This is an optimization exercise on Yosys and OpenROAD, whose aim is small area, a short achievable clock period and few clock cycles per item, not a production implementation. The RTL was checked by simulation tests, not by an equivalence proof against the original design. Power figures rest on the tool's default switching activity, not on a simulated workload.

==> design/flow/design.v <==
module rt_decoder #(
    parameter integer NB = 80
) (
    input  wire            clk,
    input  wire            rst,
    input  wire            in_valid,
    output wire            in_ready,
    input  wire [6:0]      in_len,
    input  wire [8*NB-1:0] in_buf,
    output reg             out_valid,
    input  wire            out_ready,
    output reg  [1:0]      out_status,       
    output reg  [6:0]      out_need,         
    output wire [7:0]      out_wmask,
    output reg  [15:0]     out_mosfet_temp,
    output reg  [15:0]     out_motor_temp,
    output reg  [15:0]     out_duty,
    output reg  [31:0]     out_erpm,
    output reg  [15:0]     out_vin,
    output reg  [31:0]     out_tach,
    output reg  [31:0]     out_tach_abs,
    output reg  [7:0]      out_fault
);
    localparam [1:0] ST_DECODED = 2'd0;
    localparam [1:0] ST_TRUNC   = 2'd1;
    localparam [1:0] ST_OTHER   = 2'd2;
    assign in_ready = ~out_valid | out_ready;
    wire take = in_valid & in_ready;
    wire hold = ~take;
    wire [16*30-1:0] hv;
    genvar g;
    generate
        for (g = 0; g < 30; g = g + 1) begin : hw
            assign hv[16*g +: 16] = {in_buf[8*(1+2*g) +: 8], in_buf[8*(2+2*g) +: 8]};
        end
    endgenerate
    wire [7:0]  cmd  = in_buf[7:0];
    wire        is32 = (cmd == 8'h32);
    wire        is04 = (cmd == 8'h04);
    wire        is33 = (cmd == 8'h33);
    wire [31:0] m    = {in_buf[8*1 +: 8], in_buf[8*2 +: 8], in_buf[8*3 +: 8], in_buf[8*4 +: 8]};
    localparam [15:0] HW2 = 16'b1111_1110_0110_1100;    
    function automatic [8:0] ohsum4(input [3:0] mm, input [3:0] w2, input integer n);
        integer b;
        begin
            ohsum4 = 9'd1;
            for (b = 0; b < n; b = b + 1)
                if (mm[b]) ohsum4 = w2[b] ? (ohsum4 << 2) : (ohsum4 << 1);
        end
    endfunction
    function automatic [31:0] conv(input [31:0] a, input [31:0] b);
        integer x, y;
        begin
            conv = 32'd0;
            for (x = 0; x < 32; x = x + 1)
                for (y = 0; y < 32 - x; y = y + 1)
                    conv[x + y] = conv[x + y] | (a[x] & b[y]);
        end
    endfunction
    function automatic [4:0] enc(input [31:0] a);
        integer x;
        begin
            enc = 5'd0;
            for (x = 0; x < 32; x = x + 1)
                if (a[x]) enc = enc | x[4:0];
        end
    endfunction
    function automatic [3:0] gsum(input [3:0] mm, input [3:0] w2, input integer n);
        integer b;
        begin
            gsum = 4'd0;
            for (b = 0; b < n; b = b + 1)
                if (mm[b]) gsum = gsum + (w2[b] ? 4'd2 : 4'd1);
        end
    endfunction
    wire [3:0] t0 = gsum(m[3:0],   HW2[3:0],   4);
    wire [3:0] t1 = gsum(m[7:4],   HW2[7:4],   4);
    wire [3:0] t2 = gsum(m[11:8],  HW2[11:8],  4);
    wire [3:0] t3 = gsum(m[15:12], HW2[15:12], 4);
    wire [4:0] k_duty  = t0;
    wire [4:0] k_erpm  = t0 + m[4];
    wire [4:0] k_vin   = t0 + gsum({1'b0, m[6:4]}, HW2[7:4], 3);
    wire [4:0] k_tach  = t0 + t1 + t2 + {m[12], 1'b0};
    wire [4:0] k_tacha = t0 + t1 + t2 + gsum({2'b0, m[13:12]}, HW2[15:12], 2);
    wire [4:0] k_fault = t0 + t1 + t2 + t3;
    function automatic [31:0] oh(input [4:0] k);
        oh = 32'd1 << k;
    endfunction
    wire [31:0] o_duty  = oh(k_duty);
    wire [31:0] o_erpm  = oh(k_erpm);
    wire [31:0] o_vin   = oh(k_vin);
    wire [31:0] o_tach  = oh(k_tach);
    wire [31:0] o_tacha = oh(k_tacha);
    wire [31:0] o_fault = oh(k_fault);
    wire [2:0] P1 = t0[2:0];
    wire [3:0] P2 = t0 + t1;
    wire [4:0] P3 = t0 + t1 + t2;
    wire [4:0] P4 = k_fault;
    wire tk33 = take & ~is04 & ~is32;
    wire tk32 = take & is32;
    wire tk04 = take & is04;
    function automatic [15:0] sel16(input [31:0] ok, input integer jhi,
                                    input integer j32, input integer j04,
                                    input t33, input t32, input t04,
                                    input [16*30-1:0] h);
        integer j;
        reg s;
        begin
            sel16 = 16'd0;
            for (j = 0; j < 30; j = j + 1) begin
                s = (t33 && j >= 2 && j <= jhi && ok[(j >= 2) ? j - 2 : 0]) ||
                    (t32 && j == j32) || (t04 && j == j04);
                if (s) sel16 = sel16 | h[16*j +: 16];
            end
        end
    endfunction
    wire [16*30-1:0] hv1 = hv >> 16;
    wire [31:0] o_motor = m[0] ? 32'd2 : 32'd1;
    wire [15:0] v_mosfet  = sel16(32'd1,    2,  2,  0, tk33, tk32, tk04, hv);
    wire [15:0] v_motor   = sel16(o_motor,  3,  3,  1, tk33, tk32, tk04, hv);
    wire [15:0] v_duty    = sel16(o_duty,   8,  4, 10, tk33, tk32, tk04, hv);
    wire [15:0] v_erpm_h  = sel16(o_erpm,   9,  5, 11, tk33, tk32, tk04, hv);
    wire [15:0] v_erpm_l  = sel16(o_erpm,   9,  5, 11, tk33, tk32, tk04, hv1);
    wire [15:0] v_vin     = sel16(o_vin,   13,  7, 13, tk33, tk32, tk04, hv);
    wire [15:0] v_tach_h  = sel16(o_tach,  23,  8, 22, tk33, tk32, tk04, hv);
    wire [15:0] v_tach_l  = sel16(o_tach,  23,  8, 22, tk33, tk32, tk04, hv1);
    wire [15:0] v_tacha_h = sel16(o_tacha, 25, 10, 24, tk33, tk32, tk04, hv);
    wire [15:0] v_tacha_l = sel16(o_tacha, 25, 10, 24, tk33, tk32, tk04, hv1);
    wire [15:0] v_fault   = sel16(o_fault, 29, 12, 26, tk33, tk32, tk04, hv);
    reg        c33_q, c32_q, c04_q;
    reg        lt5_q;           
    reg  [6:0] L_q;             
    reg [21:0] m_q;
    reg [2:0]  P1_q;
    reg [3:0]  P2_q;
    reg [4:0]  P3_q, P4_q;
    always @(posedge clk) begin
        if (rst)
            out_valid <= 1'b0;
        else if (take)
            out_valid <= 1'b1;
        else if (out_ready)
            out_valid <= 1'b0;
        if (take) begin
            c33_q     <= is33;
            c32_q     <= is32;
            c04_q     <= is04;
            lt5_q     <= (in_len < 7'd5);
            L_q       <= in_len - 7'd5;
            m_q       <= m[21:0];
            P1_q      <= P1;
            P2_q      <= P2;
            P3_q      <= P3;
            P4_q      <= P4;
        end
        out_mosfet_temp <= v_mosfet | ({16{hold}} & out_mosfet_temp);
        out_motor_temp  <= v_motor  | ({16{hold}} & out_motor_temp);
        out_duty        <= v_duty   | ({16{hold}} & out_duty);
        out_erpm        <= {v_erpm_h, v_erpm_l} | ({32{hold}} & out_erpm);
        out_vin         <= v_vin    | ({16{hold}} & out_vin);
        out_tach        <= {v_tach_h, v_tach_l} | ({32{hold}} & out_tach);
        out_tach_abs    <= {v_tacha_h, v_tacha_l} | ({32{hold}} & out_tach_abs);
        out_fault       <= v_fault[15:8] | ({8{hold}} & out_fault);
    end
    wire [6:0] Lh_q = {1'b0, L_q[6:1]};
    wire [6:0] D0 = Lh_q;
    wire [6:0] D1 = Lh_q - {4'd0, P1_q};
    wire [6:0] D2 = Lh_q - {3'd0, P2_q};
    wire [6:0] D3 = Lh_q - {2'd0, P3_q};
    wire [7:0] D4 = {1'b0, L_q} - {2'd0, P4_q, 1'b0};
    wire gw0 = (D0[6:3] == 4'd0);
    wire gw1 = (D1[6:3] == 4'd0);
    wire gw2 = (D2[6:3] == 4'd0);
    wire gw3 = (D3[6:3] == 4'd0);
    wire gw4 = (D4[7:4] == 4'd0);
    wire [1:0] b4a = m_q[16] + m_q[17] + m_q[18];
    wire [1:0] b4b = m_q[19] + m_q[20] + m_q[21];
    wire [3:0] b4  = {2'b0, b4a} + {b4b, 2'b0};
    wire w_trunc = D4[7] | (D4[6:0] < {3'd0, b4});
    function automatic [2:0] lpre(input [3:0] mm, input [3:0] w2, input integer n);
        integer b;
        begin
            lpre = 3'd0;
            for (b = 0; b < n; b = b + 1)
                if (mm[b]) lpre = lpre + (w2[b] ? 3'd2 : 3'd1);
        end
    endfunction
    reg  [3:0] d1h;       
    reg  [2:0] rg;
    reg  [2:0] lp;
    reg        gw;
    reg  [3:0] lb;
    reg  [3:0] db;
    integer i;
    always @(*) begin
        d1h = 4'd0;
        for (i = 0; i < 16; i = i + 1) begin
            case (i / 4)
                0: begin rg = D0[2:0]; gw = gw0; end
                1: begin rg = D1[2:0]; gw = gw1; end
                2: begin rg = D2[2:0]; gw = gw2; end
                default: begin rg = D3[2:0]; gw = gw3; end
            endcase
            lp = lpre(m_q[(i/4)*4 +: 4], HW2[(i/4)*4 +: 4], i % 4);
            if (gw && m_q[i] && rg == lp) begin
                if (HW2[i]) begin
                    if (L_q[0]) d1h[2] = 1'b1; else d1h[3] = 1'b1;
                end else begin
                    if (L_q[0]) d1h[0] = 1'b1; else d1h[1] = 1'b1;
                end
            end
            if (gw && m_q[i] && HW2[i] && rg == lp + 3'd1) begin
                if (L_q[0]) d1h[0] = 1'b1; else d1h[1] = 1'b1;
            end
        end
        lb = 4'd0;
        for (i = 16; i < 22; i = i + 1) begin
            db = D4[3:0] - lb;
            if (i < 19) begin
                if (gw4 && m_q[i] && db == 4'd0) d1h[0] = 1'b1;
                lb = lb + {3'd0, m_q[i]};
            end else begin
                if (gw4 && m_q[i] && db[3:2] == 2'd0) d1h[3 - db[1:0]] = 1'b1;
                lb = lb + {1'b0, m_q[i], 2'd0};
            end
        end
    end
    wire [6:0] w_need = ({7{d1h[0]}} & (L_q + 7'd6)) | ({7{d1h[1]}} & (L_q + 7'd7)) |
                        ({7{d1h[2]}} & (L_q + 7'd8)) | ({7{d1h[3]}} & (L_q + 7'd9));
    assign out_wmask = c33_q ? {m_q[16], m_q[14], m_q[13], m_q[7], m_q[5], m_q[4], m_q[1], m_q[0]} : 8'hff;
    always @(*) begin
        out_status = ST_OTHER;
        out_need   = 7'd0;
        if (c32_q) begin
            if (lt5_q || L_q < 7'd21) begin out_status = ST_TRUNC; out_need = 7'd26; end
            else out_status = ST_DECODED;
        end else if (c04_q) begin
            if (lt5_q || L_q < 7'd49) begin out_status = ST_TRUNC; out_need = 7'd54; end
            else out_status = ST_DECODED;
        end else if (c33_q) begin
            if (lt5_q) begin out_status = ST_TRUNC; out_need = 7'd5; end
            else if (w_trunc) begin out_status = ST_TRUNC; out_need = w_need; end
            else out_status = ST_DECODED;
        end
    end
endmodule
==> design/flow/flow/run.sh <==
#!/bin/bash
# Standard ORFS layout (the standard.sh, standard synthesis) with the
# port buffers made of the smallest buffer instead of the default one.
set -o pipefail
bash standard.sh "BUFFER_PORTS_ARGS=-buffer_cell sky130_fd_sc_hd__buf_1" finish > flow_make.log 2>&1
==> design/flow/standard.sh <==
#!/bin/bash
# synth_recipe.tcl (not shown) runs the flow's synth.tcl, then flattens the netlist and writes it again
# the make line also repeats each setting of config.mk as NAME=value (left out here)
make -C /OpenROAD-flow-scripts/flow DESIGN_CONFIG=/design/flow/config.mk WORK_HOME=/design/flow/orfs CLKGATE_MAP_FILE= SYNTH_SCRIPT=/design/flow/synth_recipe.tcl "${@:-finish}"
==> design/flow/config.mk <==
export PLATFORM = sky130hd
export DESIGN_NAME = rt_decoder
export DESIGN_NICKNAME = rt_decoder
export VERILOG_FILES = /design/flow/design.v
export SDC_FILE = /design/flow/constraint.sdc
export NUM_CORES = 4
export LEC_CHECK = 0
export CAP_MARGIN = 20
export CORE_MARGIN = 2
export CORE_UTILIZATION = 25
export PLACE_DENSITY = 0.33
export SETUP_SLACK_MARGIN = 5
export SLEW_MARGIN = 20
==> design/flow/constraint.sdc <==
create_clock -name core_clock -period 12.0 [get_ports {clk}]
set_input_delay 2.4000 -clock core_clock [delete_from_list [all_inputs] [get_ports {clk}]]
set_output_delay 2.4000 -clock core_clock [all_outputs]
set_load 0.01 [all_outputs]
==> results of run 1 <==
==> layout by cell type (no fill, tap or decap), types with 16 or more instances in the layout <==
cell | synthesis | layout
mux2i_1 | 53 | 52
xnor2_1 | 33 | 29
inv_1 | 93 | 88
a221oi_1 | 172 | 170
a21oi_1 | 160 | 155
dfxtp_1 | 169 | 169
diode_2 | 0 | 33
nand3_1 | 127 | 122
nand4_1 | 132 | 132
nor3_1 | 52 | 29
a22oi_1 | 472 | 471
clkbuf_16 | 0 | 37
buf_4 | 2 | 234
nor2_2 | 4 | 19
a222oi_1 | 123 | 123
nand2_1 | 433 | 424
or3_1 | 36 | 33
ha_1 | 77 | 71
buf_1 | 48 | 648
a32oi_1 | 19 | 17
edfxtp_1 | 49 | 49
a211oi_1 | 23 | 16
a22o_1 | 126 | 126
o21ai_0 | 49 | 45
nor3_2 | 2 | 16
a221o_1 | 38 | 38
mux2_2 | 17 | 17
nor2_1 | 135 | 96
and3_1 | 24 | 21
a31oi_1 | 37 | 35
xor2_1 | 23 | 21
nor2_4 | 0 | 25
==> power groups by stage <==
stage                     clock [mW]  sequential, mW  combinational, mW
after floorplan                    0            1.25               2.22
after global placement             0            1.30               3.98
after detailed placement           0            1.30               3.98
after CTS                       1.10            1.29               4.30
after global routing            1.12            1.31               4.84
final                           1.09            1.30               4.68
==> sequential cells by signal, indices dropped and copies added, names as in the netlist <==
signal           flops
P4_q                 5
P1_q                 3
P2_q                 4
out_vin             16
m_q                 22
P3_q                 4
out_valid            1
c33_q                1
out_duty            16
out_erpm            32
L_q                  7
out_tach_abs        32
lt5_q                1
c04_q                1
out_mosfet_temp     16
out_tach            32
out_motor_temp      16
out_fault            8
c32_q                1
==> what timing repair did <==
item | 4_1_cts | 5_1_grt
buffers inserted | 49 | 32
pin swaps | 45 | 21
gates cloned | 2 | 1
setup endpoints to repair | 80 | 75
resized for setup | 109 | 59
hold buffers | 0 | 0
==> per-layer routing <==
layer  routed length (um)  global-route usage [%]  part of all wire [%]
met2                99260                   65.54                    44
met5                  398                   1.324                  0.18
met3                26390                   12.73                    12
met4                18420                   29.62                   8.2
met1                81110                   48.84                    36
==> cell type report <==
type | instances | area share [%]
Clock inverter | 12 | 0.3327
Antenna cell | 33 | 0.2584
Clock buffer | 49 | 3.128
Tap cell | 1287 | 5.038
Inverter | 95 | 1.151
Multi-Input combinational cell | 2604 | 60.22
Sequential cell | 218 | 15.19
Timing Repair Buffer | 922 | 14.69
==> kinds of logic (layout without fill, tap and decap cells) <==
family / after synthesis / after routing / synth area share [%]
AO/OA/AOI/OAI: 1333 / 1333 / 41.64
AND/OR/NAND/NOR: 1028 / 1029 / 19.60
buffers and inverters: 471 / 1078 / 7.437
flip-flops: 218 / 218 / 19.47
adder cells (fa/ha/maj): 98 / 98 / 5.430
multiplexers: 77 / 77 / 3.498
XOR/XNOR: 67 / 67 / 2.926
other: 0 / 33 / 0
==> worst min path at each step <==
stage / cells past startpoint / slack, ps / endpoint
after floorplan: 2 / 510 / out_mosfet_temp[0]
after global placement: 2 / 480 / out_mosfet_temp[7]
after detailed placement: 2 / 480 / out_mosfet_temp[3]
after CTS: 2 / 490 / out_mosfet_temp[3]
after global routing: 2 / 510 / out_mosfet_temp[15]
final: 2 / 480 / out_mosfet_temp[3]
==> tightest hold or removal path, stage by stage, from the launching register on <==
cell     delay [ps]
dfxtp_1         300
nor2_1           90
a31oi_1          40
==> impl_results.md, run 1 <==
- Worst Path Arrival: 4660 ps
- Post-synth EDFFs: 49
- Crit path to: out_need[3]
- Maxcap violations: 0
- DR vias: roughly 37000
- CTS root buf: clkbuf_16
- Async set-reset flop share out of synthesis: 0%
- Tightest hold margin: 483.7 ps
- Critical Path End Type: output port
- Main synth FF type: dfxtp_1
- CP cell instances: clkinvlp_4 > ha_4 > inv_4 > fa_2 > buf_6 > ha_4 > a21o_1 > a31oi_4 > mux2i_2 > a32oi_4 > a32o_2 > a2bb2oi_4 > o21ai_1 > a2111o_1 > a21bo_2 > buf_6
- Unrepaired setup endpoints after global routing: yes
- Power density over the cells: 221.2 nW/um2
- Core area: 98560 um2
- Layout cells sized above 1: roughly 14%
- Power Internal: 3.276 mW
- Final ANT Viol Nets: 0
- Area after DPL: 29290 um2
- Count leader, synth: a22oi_1
- Clock-pin transition on the worst setup and hold timing paths: 60 ps
- Filler Cell Count: 10620
- Ports: 838
- Num CTS Buffers: 36
- Clk_skew: about 29 ps
- Slew margin rel.: between 20% and 30%
- Drt drc: 0
- Synth Register Bits: 218
- Final period util: roughly three fifths
- Nets: approximately 4600
- Die area: approximately 100000 um2
- Register area share after synthesis: between 10% and 20%
- Worst-margin pin slew: 1127 ps
- DRC marker count from the first detailed-route iteration: between 6000 and 7000
- Fin util: roughly a third
- Final setup viols: 0
- Synth Warn #: 1
- Max FO, Critical Path: 6
- Largest net degree at the start of global routing: 69
- Final instance area: 31960 um2
- Power Total: between 7 and 8 mW
- Clock buffer depth: 3
- Gate Count Post-Synth: 3292
- Detailed placement HPWL: 164.8 mm
- Fmax: 141.6 MHz
- Via density: 7.053
- Initial DRT Pass Iterations: 13
- Synth top area share: 14.21%
- Leak: 11.44 nW
- WL final: 225.6 mm
- Worst min path class: register to register
- Vias in the first global route: 35720
- Placed cell count: 5042
- Slowest stage delay, CP: 660 ps
- Synth area leaders: a22oi_1 (14%), dfxtp_1 (14%), nand2_1 (6.5%)
- Buffers & Inverters on Critical Path: 4
- Synth area leader: a22oi_1
- CP Depth: 16
- Fin. max-slew vios: 0
- Routed WL per cell: 43.21 um
- Grt ovf: 0
- Minimum clock period: 7062 ps
- Count of different cell masters after synthesis: between 90 and 100
- Cell Rows: ~120
- Final hold vios: 0
- Sink Count: 218
- CP Class: register to output port
- Area of the multi-input gates: between 15000 and 20000 um2
- Sw frac: 53.66%
- Reg-to-reg critical path endpoint: out_tach[28]
- Peak VDD IR: between 0.1 and 0.15 mV
- Post-synthesis cell area: 24930 um2
- Initial antenna violation count: 44
- TritonCTS clock tree: yes
- Cell count of the worst reg-to-reg path: 10
- Seq. cell area: 4855 um2
- Global placement routability congestion: about 1
- Syn avg cell area: 7.574 um2
- Reg2reg setup slack: approximately 8000 ps
- P&R area growth vs syn: 28.19%
- Switching power: ~3.8 mW
- Skew-Pair Late Insertion Delay: roughly 630 ps
- Crit-path slowest cell: fa_2
- Cell family with most CP delay: compound AO/OA/AOI/OAI gates
- Starting density of the core: between 20% and 30%
- Hold path start: out_mosfet_temp[3]
- Port buffer count: about 660
- Worst r2r src: out_valid
- Synth cell count leaders: a22oi_1 (472), nand2_1 (433), clkbuf_1 (263)
- Chip width: 319.8 um
- Post-Layout Cell Count: 5220
- DIE HEIGHT: around 320 um
- Register share of total power: 18.4%
- DP Worst Slack: 3088 ps
- Post-route setup TNS: 0 ps
- Comb pwr share: 66.2%
- Tot GR Track Use: 41.96%
- Crit path from: L_q[1]
- Post-synth net total: between 4000 and 5000
- CP Launch Type: register
- Clk network pwr share: 15.4%
- Final WS setup: 4938 ps
- H-tree levels: 2
- Required time of the critical path: 9600 ps
- First-pass GRT wire length: 302.4 mm
- Status: timing/DRC/antenna clean
Testbench counts, summed over its fixed seeds: cycles 12,008, items 12,000.
==> run 2: changes to the inputs <==
--- a/design/flow/design.v
+++ b/design/flow/design.v
@@ -66,4 +66,34 @@
         end
     endfunction
+    function automatic [5:0] ohpop(input [4:0] b, input integer n);
+        integer x;
+        begin
+            ohpop = 6'd1;
+            for (x = 0; x < n; x = x + 1)
+                if (b[x]) ohpop = ohpop << 1;
+        end
+    endfunction
+    function automatic [31:0] dbl(input [15:0] c);
+        integer x;
+        begin
+            dbl = 32'd0;
+            for (x = 0; x < 16; x = x + 1)
+                dbl[2 * x] = c[x];
+        end
+    endfunction
+    wire [31:0] c01   = {26'd0, ohpop({3'd0, m[1:0]}, 2)};         
+    wire [31:0] c014  = {26'd0, ohpop({2'd0, m[4], m[1:0]}, 3)};   
+    wire [31:0] c1    = conv(c014, {26'd0, ohpop({3'd0, m[8:7]}, 2)});   
+    wire [31:0] c23   = {26'd0, ohpop({3'd0, m[3:2]}, 2)};
+    wire [31:0] c2356 = conv(c23, {26'd0, ohpop({3'd0, m[6:5]}, 2)});
+    wire [31:0] c2t   = conv(c2356, {26'd0, ohpop({1'd0, m[12:9]}, 4)});  
+    wire [31:0] c2a   = m[13] ? {c2t[30:0], 1'b0} : c2t;
+    wire [31:0] c2f   = conv(c2t, {26'd0, ohpop({2'd0, m[15:13]}, 3)});
+    wire [31:0] o_duty  = conv(c01,  dbl(c23[15:0]));
+    wire [31:0] o_erpm  = conv(c014, dbl(c23[15:0]));
+    wire [31:0] o_vin   = conv(c014, dbl(c2356[15:0]));
+    wire [31:0] o_tach  = conv(c1,   dbl(c2t[15:0]));
+    wire [31:0] o_tacha = conv(c1,   dbl(c2a[15:0]));
+    wire [31:0] o_fault = conv(c1,   dbl(c2f[15:0]));
     function automatic [3:0] gsum(input [3:0] mm, input [3:0] w2, input integer n);
         integer b;
@@ -78,23 +108,8 @@
     wire [3:0] t2 = gsum(m[11:8],  HW2[11:8],  4);
     wire [3:0] t3 = gsum(m[15:12], HW2[15:12], 4);
-    wire [4:0] k_duty  = t0;
-    wire [4:0] k_erpm  = t0 + m[4];
-    wire [4:0] k_vin   = t0 + gsum({1'b0, m[6:4]}, HW2[7:4], 3);
-    wire [4:0] k_tach  = t0 + t1 + t2 + {m[12], 1'b0};
-    wire [4:0] k_tacha = t0 + t1 + t2 + gsum({2'b0, m[13:12]}, HW2[15:12], 2);
-    wire [4:0] k_fault = t0 + t1 + t2 + t3;
-    function automatic [31:0] oh(input [4:0] k);
-        oh = 32'd1 << k;
-    endfunction
-    wire [31:0] o_duty  = oh(k_duty);
-    wire [31:0] o_erpm  = oh(k_erpm);
-    wire [31:0] o_vin   = oh(k_vin);
-    wire [31:0] o_tach  = oh(k_tach);
-    wire [31:0] o_tacha = oh(k_tacha);
-    wire [31:0] o_fault = oh(k_fault);
     wire [2:0] P1 = t0[2:0];
     wire [3:0] P2 = t0 + t1;
     wire [4:0] P3 = t0 + t1 + t2;
-    wire [4:0] P4 = k_fault;
+    wire [4:0] P4 = t0 + t1 + t2 + t3;
     wire tk33 = take & ~is04 & ~is32;
     wire tk32 = take & is32;
==> run 2 against run 1 <==
Still clean on timing, DRC and antenna. Clock skew decreased by 7.7 ps. Final cell count rose by 6.3%. Synthesized cell count is 9.2% higher. Synthesized area up 9.2%.
==> impl_results.md, run 2 <==
- DIE HEIGHT: around 330 um
- Gate Count Post-Synth: roughly 3600
- TritonCTS clock tree: yes
- Syn avg cell area: 7.569 um2
- Starting density of the core: around a quarter
- Worst r2r src: out_valid
- Required time of the critical path: ~12000 ps
- Status: timing/DRC/antenna clean
- Post-synth net total: ~4300
- Clock buffer depth: 3
- Ports: around 840
- Comb pwr share: between 40% and 50%
- Sw frac: 47.48%
- Grt ovf: 0
- Reg-to-reg critical path endpoint: out_tach_abs[1]
- Synth area leaders: dfxtp_1 (12%), a22oi_1 (11%), a222oi_1 (7.2%)
- Initial DRT Pass Iterations: 10
- Nets: 4837
- Vias in the first global route: approximately 40000
- Met1 WL: roughly 96 mm
- WL final: 262.5 mm
- Maxcap violations: 0
- Final period util: 58.95%
- Worst min path class: register to register
- Clock-pin transition on the worst setup and hold timing paths: 50 ps
- H-tree levels: 2
- Register area share after synthesis: 17.84%
- Post-synthesis cell area: 27220 um2
- Tot GR Track Use: 44.56%
- Top sig layer: met5
- Critical Path End Type: register
- Cell count of the worst reg-to-reg path: 11
- Layout cells sized above 1: roughly 11%
- Port buffer count: between 600 and 700
- CP Class: input pin to register
- Largest net degree at the start of global routing: 64
- Fin. max-slew vios: 0
- DP Worst Slack: around 3500 ps
- Final ANT Viol Nets: 0
- Via density: 7.426
- Final WS setup: 4926 ps
- Core area: 108400 um2
- Worst-margin pin slew: approximately 1300 ps
- Initial antenna violation count: between 50 and 60
- Worst Hold End: out_motor_temp[1]
- Fin util: 31.02%
- Power Total: 4.350 mW
- Register share of total power: 24.9%
- P&R area growth vs syn: 23.55%
- # hold bufs at CTS: 0
- Synth cell count leaders: nand2_1 (444), a22oi_1 (393), clkbuf_1 (330)
- Synth Register Bits: 218
- Worst Path Arrival: roughly 7600 ps
- Synth Warn #: 1
- Post-synth EDFFs: 49
- Unrepaired setup endpoints after global routing: yes
- Synth top area share: 12.43%
- Sink Count: around 220
- DRC marker count from the first detailed-route iteration: 8651
- Final setup viols: 0
- Minimum clock period: roughly 7100 ps
- CTS root buf: clkbuf_16
- DR vias: 41220
- Switching power: 2.065 mW
- First-pass GRT wire length: 345.8 mm
- Leak: 11.72 nW
- Final hold vios: 0
- Leading registers by flop count: out_erpm: 32 flops, out_tach: 32 flops, out_tach_abs: 32 flops
- Power Internal: 2.285 mW
- Die area: 111500 um2
- Fmax: roughly 140 MHz
- Reg2reg setup slack: 6830 ps
- Drt drc: 0
- Main synth FF type: dfxtp_1
- Count of different cell masters after synthesis: 96
- Commonest non-fill, non-tap cell in the layout: buf_1
- Async set-reset flop share out of synthesis: 0%
- Peak VDD IR: 0.09652 mV
- Num CTS Buffers: 37
- Post-route setup TNS: 0 ps
- Commonest cells after routing, fill and taps aside: buf_1 (649), nand2_1 (442), a22oi_1 (393)
- Global placement routability congestion: 0.9906
- Power density over the cells: roughly 130 nW/um2
- Met2 wire len: ~110 mm
- Clk_skew: between 20 and 25 ps
- Met3 WL post-DR: 37.14 mm
- CP Launch Type: input pin
- Filler Cell Count: 12060
- Count leader, synth: nand2_1
- Clk network pwr share: 26.6%
- Chip width: 334.0 um
- Worst Hold Depth: 2
- Crit path from: in_buf[38]
- Cell Rows: 121
- Synth area leader: dfxtp_1
- Max FO, Critical Path: 8
- Tightest hold margin: 464.3 ps
- Slew margin rel.: 10.93%
- Routed WL per cell: 47.29 um
- Hold path start: out_motor_temp[1]
- Skew-Pair Late Insertion Delay: 660 ps
- Detailed placement HPWL: ~180 mm
-- run 2: changes by cell type in the layout (fill, tap and decap cells not counted), moves of 21 or more --
cell	change
a2111o_1	+22
a21oi_1	-48
a221oi_1	+32
a222oi_1	+74
a22o_1	+63
a22oi_1	-78
mux2i_1	-37
nand3_1	+23
nor2_4	-23
nor2b_1	+23
o21ai_0	+21
o22ai_1	+36
-- run 2: what timing repair did --
action                                  4_1_cts  5_1_grt
endpoints found under the setup margin       43       18
resized for setup                            39       33
setup buffers                                15        9
pin swaps                                     9       16
-- run 2: through the flow --
stage | instance area, um2 | std cells
2_1_floorplan | 27220 | 3596
3_3_place_gp | 31850 | 5439
3_5_place_dp | 31850 | 5439
4_1_cts | 33320 | 5520
5_1_grt | 33610 | 5545
6_report | 33630 | 5551
-- run 2: power by group through the flow --
| stage | Clock, mW | Combinational, mW | Sequential [mW] |
|---|---|---|---|
| final | 1.16 | 2.11 | 1.08 |
| after global placement | 0 | 1.92 | 1.08 |
| after CTS | 1.17 | 1.99 | 1.07 |
| after global routing | 1.19 | 2.19 | 1.09 |
| after detailed placement | 0 | 1.91 | 1.08 |
| after floorplan | 0 | 0.969 | 1.08 |
-- run 2: cells by family (layout without fill, tap and decap cells) --
group,Yosys count,count (layout),share of synthesized area [%]
other cells,0,22,0
buf+inv,552,1071,7.870
simple gates,1053,1053,18.95
flops,218,218,17.84
mux,25,25,0.9746
fa+ha+maj,98,98,5.029
xor+xnor,55,55,1.871
compound gates,1595,1595,47.47
-- run 2: area by class of cell --
cell class / count / area (um2) / share of cell area, %
Multi-Input combinational cell: 2826 / 21020 / 62.52
Sequential cell: 218 / 4855 / 14.44
Timing Repair Buffer: 902 / 4324 / 12.86
Tap cell: 1414 / 1769 / 5.261
Clock buffer: 56 / 1090 / 3.241
Inverter: 103 / 399.1 / 1.187
Clock inverter: 10 / 110.1 / 0.3274
Antenna cell: 22 / 55.05 / 0.1637
-- run 2: worst max-delay path by stage --
stage	end	slack, ps	depth (start not counted)
final	out_fault[3]	4930	12
after CTS	out_need[0]	5010	18
after global routing	out_need[5]	4970	16
after global placement	out_fault[3]	3510	12
after detailed placement	out_fault[3]	3550	12
after floorplan	out_need[2]	5580	16
-- run 2: critical path, cell delays in order --
cell,delay [ps]
buf_1,510
inv_1,150
ha_1,420
a22oi_1,590
a211oi_1,240
o31ai_1,850
nand2_1,310
a21oi_1,790
o21ai_1,320
a222oi_1,290
nand4_1,130
or4b_1,550
-- run 2: routing by layer --
| layer | up-vias | global-route usage (%) |
|---|---|---|
| met5 | - | 0.3474 |
| met4 | 34 | 28.71 |
| met3 | 1143 | 19.92 |
| met2 | 3815 | 65.04 |
| met1 | 20350 | 52.68 |
| li1 | 15880 | - |
Testbench counts of run 2, summed over its fixed seeds: cycles 12,008, items 12,000.

[what the ideal ports hide]
No port has a modelled driver above. Below, the same layouts with a new extraction and two added sets of constraints.
Step 1, drivers: a clkbuf_16 drives clk and a buf_2 each remaining input, both assumed.
Step 2 times the ports against the registers' clock, not the clock port: input delays grow and output delays shrink by t, the midpoint of the rising clock arrivals with the driver on.
Slacks: no drivers / after step 1 / after step 2; pairs: no drivers / after step 1.
run	shift t [ns]	slack for setup (ns)	worst setup path at the end	worst register clock-pin slew, ns	worst data-port slew with drivers (ns)
run 1	0.695	4.938 / 4.857 / 4.423	input to register	0.07 / 0.07	0.19
run 2	0.722	4.926 / 4.988 / 4.266	input to register	0.07 / 0.07	0.16
After both steps setup and hold are still met in every run listed. The setup slack of run 2, which loses most, moves by +0.062 ns with the drivers and by -0.660 ns with both steps.
